This design comes from an exercise in tuning for small area, a short achievable clock period and few clock cycles on the open sky130 flow, not from production work.
The RTL was checked by simulation tests, not by an equivalence proof against the original design.
Power and IR drop assume default switching activity.

== the previous run ==
## ki_codec
module ki_codec (
    input  wire       clk,
    input  wire       rst,
    input  wire       req_valid,
    output wire       req_ready,
    input  wire [7:0] req_data,
    output reg        rsp_valid,
    input  wire       rsp_ready,
    output reg  [7:0] rsp_data
);
Size: roughly 1400 cells after synthesis, roughly 22 I/O pins.
Settings: LEC_CHECK=0, CAP_MARGIN=20, CORE_MARGIN=2, CORE_UTILIZATION=50, PLACE_DENSITY=0.65, SLEW_MARGIN=20; clock period 30.0 ns.
standard.sh (not shown) runs the stock make flow with config.mk's settings and CLKGATE_MAP_FILE= SYNTH_SCRIPT=/design/flow/synth_recipe.tcl, a recipe that flattens the netlist after the stock synthesis.
==> flow/flow/run.sh <==
#!/bin/bash
# Layout flow: the standard ORFS flow (standard.sh), with
#  - the standard synthesis (standard.sh synth, unchanged), whose
#    combinational logic is then re-mapped by ABC (three passes) with an area-oriented script
#    (flow/remap.sh, flow/area.abc); every flip-flop instance is kept as it is,
#    and the re-mapped netlist is proved equivalent to the standard one. If any
#    of that fails, the standard netlist is used as it is;
#  - port buffers of sky130_fd_sc_hd__buf_2 (buffer_ports -buffer_cell);
#  - a clock tree of clkbuf_4 leaf clusters, without dummy loads;
#  - timing repair aiming a little past the (unchanged) constraints.
# Logs: flow_synth.log, remap/*.log, flow_standard.log here; ORFS keeps each
# step's log under orfs/logs/.
set -euo pipefail
W=$(pwd)
R=$W/orfs/results/sky130hd/ki_codec/base
bash standard.sh synth > flow_synth.log 2>&1
if bash flow/remap.sh $R/1_2_yosys.v $W/remap/out.v flow/area.abc $W/remap > flow_remap.log 2>&1; then
  cp $R/1_2_yosys.v $W/remap/standard_1_2_yosys.v
  cp $W/remap/out.v $R/1_2_yosys.v
  rm -f $R/1_synth.odb $R/1_synth.sdc
  echo "remapped netlist in use" >> flow_remap.log
else
  echo "remap failed; standard netlist in use" >> flow_remap.log
fi
export BUFFER_PORTS_ARGS="-buffer_cell sky130_fd_sc_hd__buf_2"
export CTS_ARGS="-sink_clustering_enable -repair_clock_nets -dont_use_dummy_load -buf_list sky130_fd_sc_hd__clkbuf_4 -sink_clustering_size 10 -sink_clustering_max_diameter 50"
export SETUP_SLACK_MARGIN=17.75
bash standard.sh > flow_standard.log 2>&1
Other scripts of this flow, unchanged in this note and not shown: flow/flow/area.abc, flow/flow/remap.sh
Testbench counts of the previous run, summed over its fixed seeds: cycles 72,216.
For the current run, these inputs were changed with respect to the previous run:
Settings: PLACE_DENSITY: 0.65 -> unset; CORE_UTILIZATION: 50 -> 40.
diff --git a/flow/flow/run.sh b/flow/flow/run.sh
--- a/flow/flow/run.sh
+++ b/flow/flow/run.sh
@@ -27 +27 @@
-export SETUP_SLACK_MARGIN=17.75
+export SETUP_SLACK_MARGIN=18.0
--- outcome ---
- Met2 track utilization from global routing | the current run below the previous run
- The previous run → the current run: initial core utilization saw a decrease; pre-CTS worst setup slack saw an increase; share of the cycle needed by the critical path after routing saw little to no change.
- The previous run ended up with met1 as its most crowded layer after global routing; the current run ended up with met2.


== north ==
Starting RTL as in the previous note.
Design ki_codec, start of the top module:
module ki_codec (
    input  wire       clk,
    input  wire       rst,
    input  wire       req_valid,
    output wire       req_ready,
    input  wire [7:0] req_data,
    output reg        rsp_valid,
    input  wire       rsp_ready,
    output reg  [7:0] rsp_data
);
clock: 30.0 ns
lec_check: 0
cap_margin: 20
core_margin: 2
core_utilization: 40
slew_margin: 20
==> flow/flow/run.sh <==
#!/bin/bash
# Layout flow: the standard ORFS flow (standard.sh), with
#  - the standard synthesis (standard.sh synth, unchanged), whose
#    combinational logic is then re-mapped by ABC (three passes) with an area-oriented script
#    (flow/remap.sh, flow/area.abc); every flip-flop instance is kept as it is,
#    and the re-mapped netlist is proved equivalent to the standard one. If any
#    of that fails, the standard netlist is used as it is;
#  - port buffers of sky130_fd_sc_hd__buf_2 (buffer_ports -buffer_cell);
#  - a clock tree of clkbuf_2 leaf clusters, without dummy loads;
#  - timing repair aiming a little past the (unchanged) constraints.
# Logs: flow_synth.log, remap/*.log, flow_standard.log here; ORFS keeps each
# step's log under orfs/logs/.
set -euo pipefail
W=$(pwd)
R=$W/orfs/results/sky130hd/ki_codec/base
bash standard.sh synth > flow_synth.log 2>&1
if bash flow/remap.sh $R/1_2_yosys.v $W/remap/out.v flow/area.abc $W/remap > flow_remap.log 2>&1; then
  cp $R/1_2_yosys.v $W/remap/standard_1_2_yosys.v
  cp $W/remap/out.v $R/1_2_yosys.v
  rm -f $R/1_synth.odb $R/1_synth.sdc
  echo "remapped netlist in use" >> flow_remap.log
else
  echo "remap failed; standard netlist in use" >> flow_remap.log
fi
export BUFFER_PORTS_ARGS="-buffer_cell sky130_fd_sc_hd__buf_2"
export CTS_ARGS="-sink_clustering_enable -repair_clock_nets -dont_use_dummy_load -buf_list sky130_fd_sc_hd__clkbuf_2 -sink_clustering_size 6 -sink_clustering_max_diameter 40"
export SETUP_SLACK_MARGIN=17.75
bash standard.sh > flow_standard.log 2>&1
==> flow/flow/remap.sh <==
#!/bin/bash
# usage: remap.sh in.v out.v area.abc workdir
# Re-maps the combinational logic of the standard synthesis netlist with ABC
# (area-oriented script), keeping every flip-flop instance as it is: same
# name, cell type and connections. Then proves the new netlist equivalent to
# the old one (yosys equiv_*), and fails if it cannot.
set -euo pipefail
IN=$1; OUT=$2; S=$(realpath $3); T=$4
Y=${YOSYS_EXE:-}
if [[ -z "$Y" ]]; then Y=$(command -v yosys || echo ${FLOW_HOME:-/OpenROAD-flow-scripts/flow}/../tools/install/yosys/bin/yosys); fi
LIB=${FLOW_HOME:-/OpenROAD-flow-scripts/flow}/platforms/sky130hd/lib/sky130_fd_sc_hd__tt_025C_1v80.lib
mkdir -p $T
printf 'set_driving_cell sky130_fd_sc_hd__buf_1\nset_load 5\n' > $T/abc.constr
DU=""
for c in probe_p_8 probec_p_8 lpflow_bleeder_1 lpflow_clkbufkapwr_1 lpflow_clkbufkapwr_16 lpflow_clkbufkapwr_2 lpflow_clkbufkapwr_4 lpflow_clkbufkapwr_8 lpflow_clkinvkapwr_1 lpflow_clkinvkapwr_16 lpflow_clkinvkapwr_2 lpflow_clkinvkapwr_4 lpflow_clkinvkapwr_8 lpflow_decapkapwr_12 lpflow_decapkapwr_3 lpflow_decapkapwr_4 lpflow_decapkapwr_6 lpflow_decapkapwr_8 lpflow_inputiso0n_1 lpflow_inputiso0p_1 lpflow_inputiso1n_1 lpflow_inputiso1p_1 lpflow_inputisolatch_1 lpflow_isobufsrc_1 lpflow_isobufsrc_16 lpflow_isobufsrc_2 lpflow_isobufsrc_4 lpflow_isobufsrc_8 lpflow_isobufsrckapwr_16 lpflow_lsbuf_lh_hl_isowell_tap_1 lpflow_lsbuf_lh_hl_isowell_tap_2 lpflow_lsbuf_lh_hl_isowell_tap_4 lpflow_lsbuf_lh_isowell_4 lpflow_lsbuf_lh_isowell_tap_1 lpflow_lsbuf_lh_isowell_tap_2 lpflow_lsbuf_lh_isowell_tap_4; do DU="$DU -dont_use sky130_fd_sc_hd__$c"; done
cat > $T/remap.ys <<EOS
read_liberty -ignore_miss_func $LIB
read_verilog $IN
hierarchy -top ki_codec
setattr -mod -set keep_hierarchy 1 */t:\$_*FF* %m
flatten
opt_clean -purge
abc -script $S -liberty $LIB $DU -constr $T/abc.constr -D 30.0
opt_clean -purge
hilomap -singleton -hicell sky130_fd_sc_hd__conb_1 HI -locell sky130_fd_sc_hd__conb_1 LO
splitnets
opt_clean -purge
stat -liberty $LIB ki_codec
select ki_codec
write_verilog -noattr -nohex -nodec -selected $T/remapped.v
EOS
# three passes, each from the previous pass's netlist
cp $IN $T/pass_in.v
for p in 1 2 3; do
  sed "s#read_verilog $IN#read_verilog $T/pass_in.v#" $T/remap.ys > $T/remap_$p.ys
  $Y -l $T/remap_$p.log -s $T/remap_$p.ys > /dev/null
  cp $T/remapped.v $T/pass_in.v
done
cat > $T/equiv.ys <<EOS
read_liberty -ignore_miss_func $LIB
read_verilog $IN
rename ki_codec gold
read_verilog $T/remapped.v
rename ki_codec gate
flatten
opt_clean
equiv_make gold gate eq
hierarchy -top eq
equiv_simple -seq 2
equiv_induct -seq 2
equiv_status -assert
EOS
$Y -l $T/equiv.log -s $T/equiv.ys > /dev/null
# same flip-flops, by name and cell type
diff <(grep -o 'sky130_fd_sc_hd__e\?df[a-z]*_[0-9] [^ ]*' $IN | sort) \
     <(grep -o 'sky130_fd_sc_hd__e\?df[a-z]*_[0-9] [^ ]*' $T/remapped.v | sort)
cp $T/remapped.v $OUT
Other scripts of this flow, unchanged in this note and not shown: flow/flow/area.abc
Testbench counts of north, summed over its fixed seeds: cycles 72,216.
> inputs changed (north -> south)
Settings: setting PLACE_DENSITY to 0.75 for the first time; changing CORE_UTILIZATION from 40 to 60.
diff --git a/flow/flow/run.sh b/flow/flow/run.sh
--- a/flow/flow/run.sh
+++ b/flow/flow/run.sh
@@ -8,3 +8,3 @@
 #  - port buffers of sky130_fd_sc_hd__buf_2 (buffer_ports -buffer_cell);
-#  - a clock tree of clkbuf_2 leaf clusters, without dummy loads;
+#  - a clock tree of clkbuf_4 leaf clusters, without dummy loads;
 #  - timing repair aiming a little past the (unchanged) constraints.
@@ -25,3 +25,3 @@
 export BUFFER_PORTS_ARGS="-buffer_cell sky130_fd_sc_hd__buf_2"
-export CTS_ARGS="-sink_clustering_enable -repair_clock_nets -dont_use_dummy_load -buf_list sky130_fd_sc_hd__clkbuf_2 -sink_clustering_size 6 -sink_clustering_max_diameter 40"
+export CTS_ARGS="-sink_clustering_enable -repair_clock_nets -dont_use_dummy_load -buf_list sky130_fd_sc_hd__clkbuf_4 -sink_clustering_size 10 -sink_clustering_max_diameter 50"
 export SETUP_SLACK_MARGIN=17.75
==> notes.md <==
south vs north: power down in south. north reports its busiest metal layer after global routing as met1 while south reports met2. Diff north -> south: post-route clock period utilization did not really move, wire length -5.7%, sequential share of layout area moved up, number of DRC violations after detailed routing shows no meaningful change, count of clock-buffer cells in the layout decreased by 33 relative to the old numbers. Re pre-CTS setup slack: south and north aren't equal, and the lower value belongs to north. Summary of south over north: design area shrank by 1.5%, net count of the finished layout now smaller, global-route wire length before repair dropped 5.0%. Status: achievable clock frequency parity (north, south).
Inputs modified between south and east:
Settings: PLACE_DENSITY removed (was 0.75); CORE_UTILIZATION changed from 60 to 40.
==> notes.md <==
east ended with every stage complete and zero timing, DRC or antenna violations. The higher clock insertion delay at the later pin of the skew report came out of east. [compare] base=south new=east: routing usage on met3 moved down, maximum resistive drop on vdd moved down, number of fillers in the final layout moved up.
### east -> west
diff --git a/flow/flow/run.sh b/flow/flow/run.sh
--- a/flow/flow/run.sh
+++ b/flow/flow/run.sh
@@ -3,3 +3,3 @@
 #  - the standard synthesis (standard.sh synth, unchanged), whose
-#    combinational logic is then re-mapped by ABC (three passes) with an area-oriented script
+#    combinational logic is then re-mapped by ABC with an area-oriented script
 #    (flow/remap.sh, flow/area.abc); every flip-flop instance is kept as it is,
@@ -8,3 +8,3 @@
 #  - port buffers of sky130_fd_sc_hd__buf_2 (buffer_ports -buffer_cell);
-#  - a clock tree of clkbuf_4 leaf clusters, without dummy loads;
+#  - a clock tree of clkbuf_8 leaf clusters, without dummy loads;
 #  - timing repair aiming a little past the (unchanged) constraints.
@@ -25,4 +25,4 @@
 export BUFFER_PORTS_ARGS="-buffer_cell sky130_fd_sc_hd__buf_2"
-export CTS_ARGS="-sink_clustering_enable -repair_clock_nets -dont_use_dummy_load -buf_list sky130_fd_sc_hd__clkbuf_4 -sink_clustering_size 10 -sink_clustering_max_diameter 50"
-export SETUP_SLACK_MARGIN=17.75
+export CTS_ARGS="-sink_clustering_enable -repair_clock_nets -dont_use_dummy_load -buf_list sky130_fd_sc_hd__clkbuf_8 -sink_clustering_size 14 -sink_clustering_max_diameter 60"
+export SETUP_SLACK_MARGIN=17.6
 bash standard.sh > flow_standard.log 2>&1
diff --git a/flow/flow/remap.sh b/flow/flow/remap.sh
--- a/flow/flow/remap.sh
+++ b/flow/flow/remap.sh
@@ -31,9 +31,3 @@
 EOS
-# three passes, each from the previous pass's netlist
-cp $IN $T/pass_in.v
-for p in 1 2 3; do
-  sed "s#read_verilog $IN#read_verilog $T/pass_in.v#" $T/remap.ys > $T/remap_$p.ys
-  $Y -l $T/remap_$p.log -s $T/remap_$p.ys > /dev/null
-  cp $T/remapped.v $T/pass_in.v
-done
+$Y -l $T/remap.log -s $T/remap.ys > /dev/null
 cat > $T/equiv.ys <<EOS
[summary]
Lower worst vdd rail ir drop among west and east: east. [compare] base=east new=west: final cell count without fillers moved down, post-layout instance area moved up. Changes observed in west relative to east: critical path's largest stage delay held steady, internal power consumption now larger, worst hold slack across all endpoints shows no meaningful change. Relative to east, slack of the critical path has decreased by 0.023 ns in west. In the tables for west and east, global-route track usage on met3 reads lower with east. Average vias per placed instance, west and east: larger value in east. Largest fanout on the critical path for west: 2 up relative to east. west vs east: floorplan die height up slightly.

[separate check: timing with driven ports]
The results above use ideal ports. As a check the final layouts listed here were re-extracted and re-timed, cells and wires unchanged.
Step 1 (the two cells are an assumption about what drives the block):
set clk [get_ports {clk}]
set_driving_cell -lib_cell sky130_fd_sc_hd__clkbuf_16 $clk
set_driving_cell -lib_cell sky130_fd_sc_hd__buf_2 [delete_from_list [all_inputs] $clk]
Step 2 moves the port delays by t, midway between the first and last clock arrival at a register: inputs arrive t later, outputs are due t later. That takes back most of the time a late clock gives input paths.
Slacks: no drivers / after step 1 / after step 2; pairs: no drivers / after step 1.
run	t, ns	setup WS [ns]	worst setup path at the end	clock arrival spread, ns	worst data-port slew with drivers (ns)
the previous run	0.811	17.646 / 17.604 / 17.604	input to output	0.100 / 0.100	0.06
the current run	0.816	17.660 / 17.621 / 17.621	input to output	0.118 / 0.117	0.08
north	1.087	17.656 / 17.616 / 17.616	input to output	0.125 / 0.126	0.08
south	0.722	17.668 / 17.636 / 17.636	input to output	0.159 / 0.159	0.07
east	0.822	17.656 / 17.615 / 17.615	input to output	0.130 / 0.131	0.08
west	0.648	17.633 / 17.614 / 17.614	input to output	0.061 / 0.060	0.03
After both steps setup and hold are still met in every run listed. The setup slack of the previous run, which loses most, moves by -0.042 ns with the drivers and by -0.042 ns with both steps.
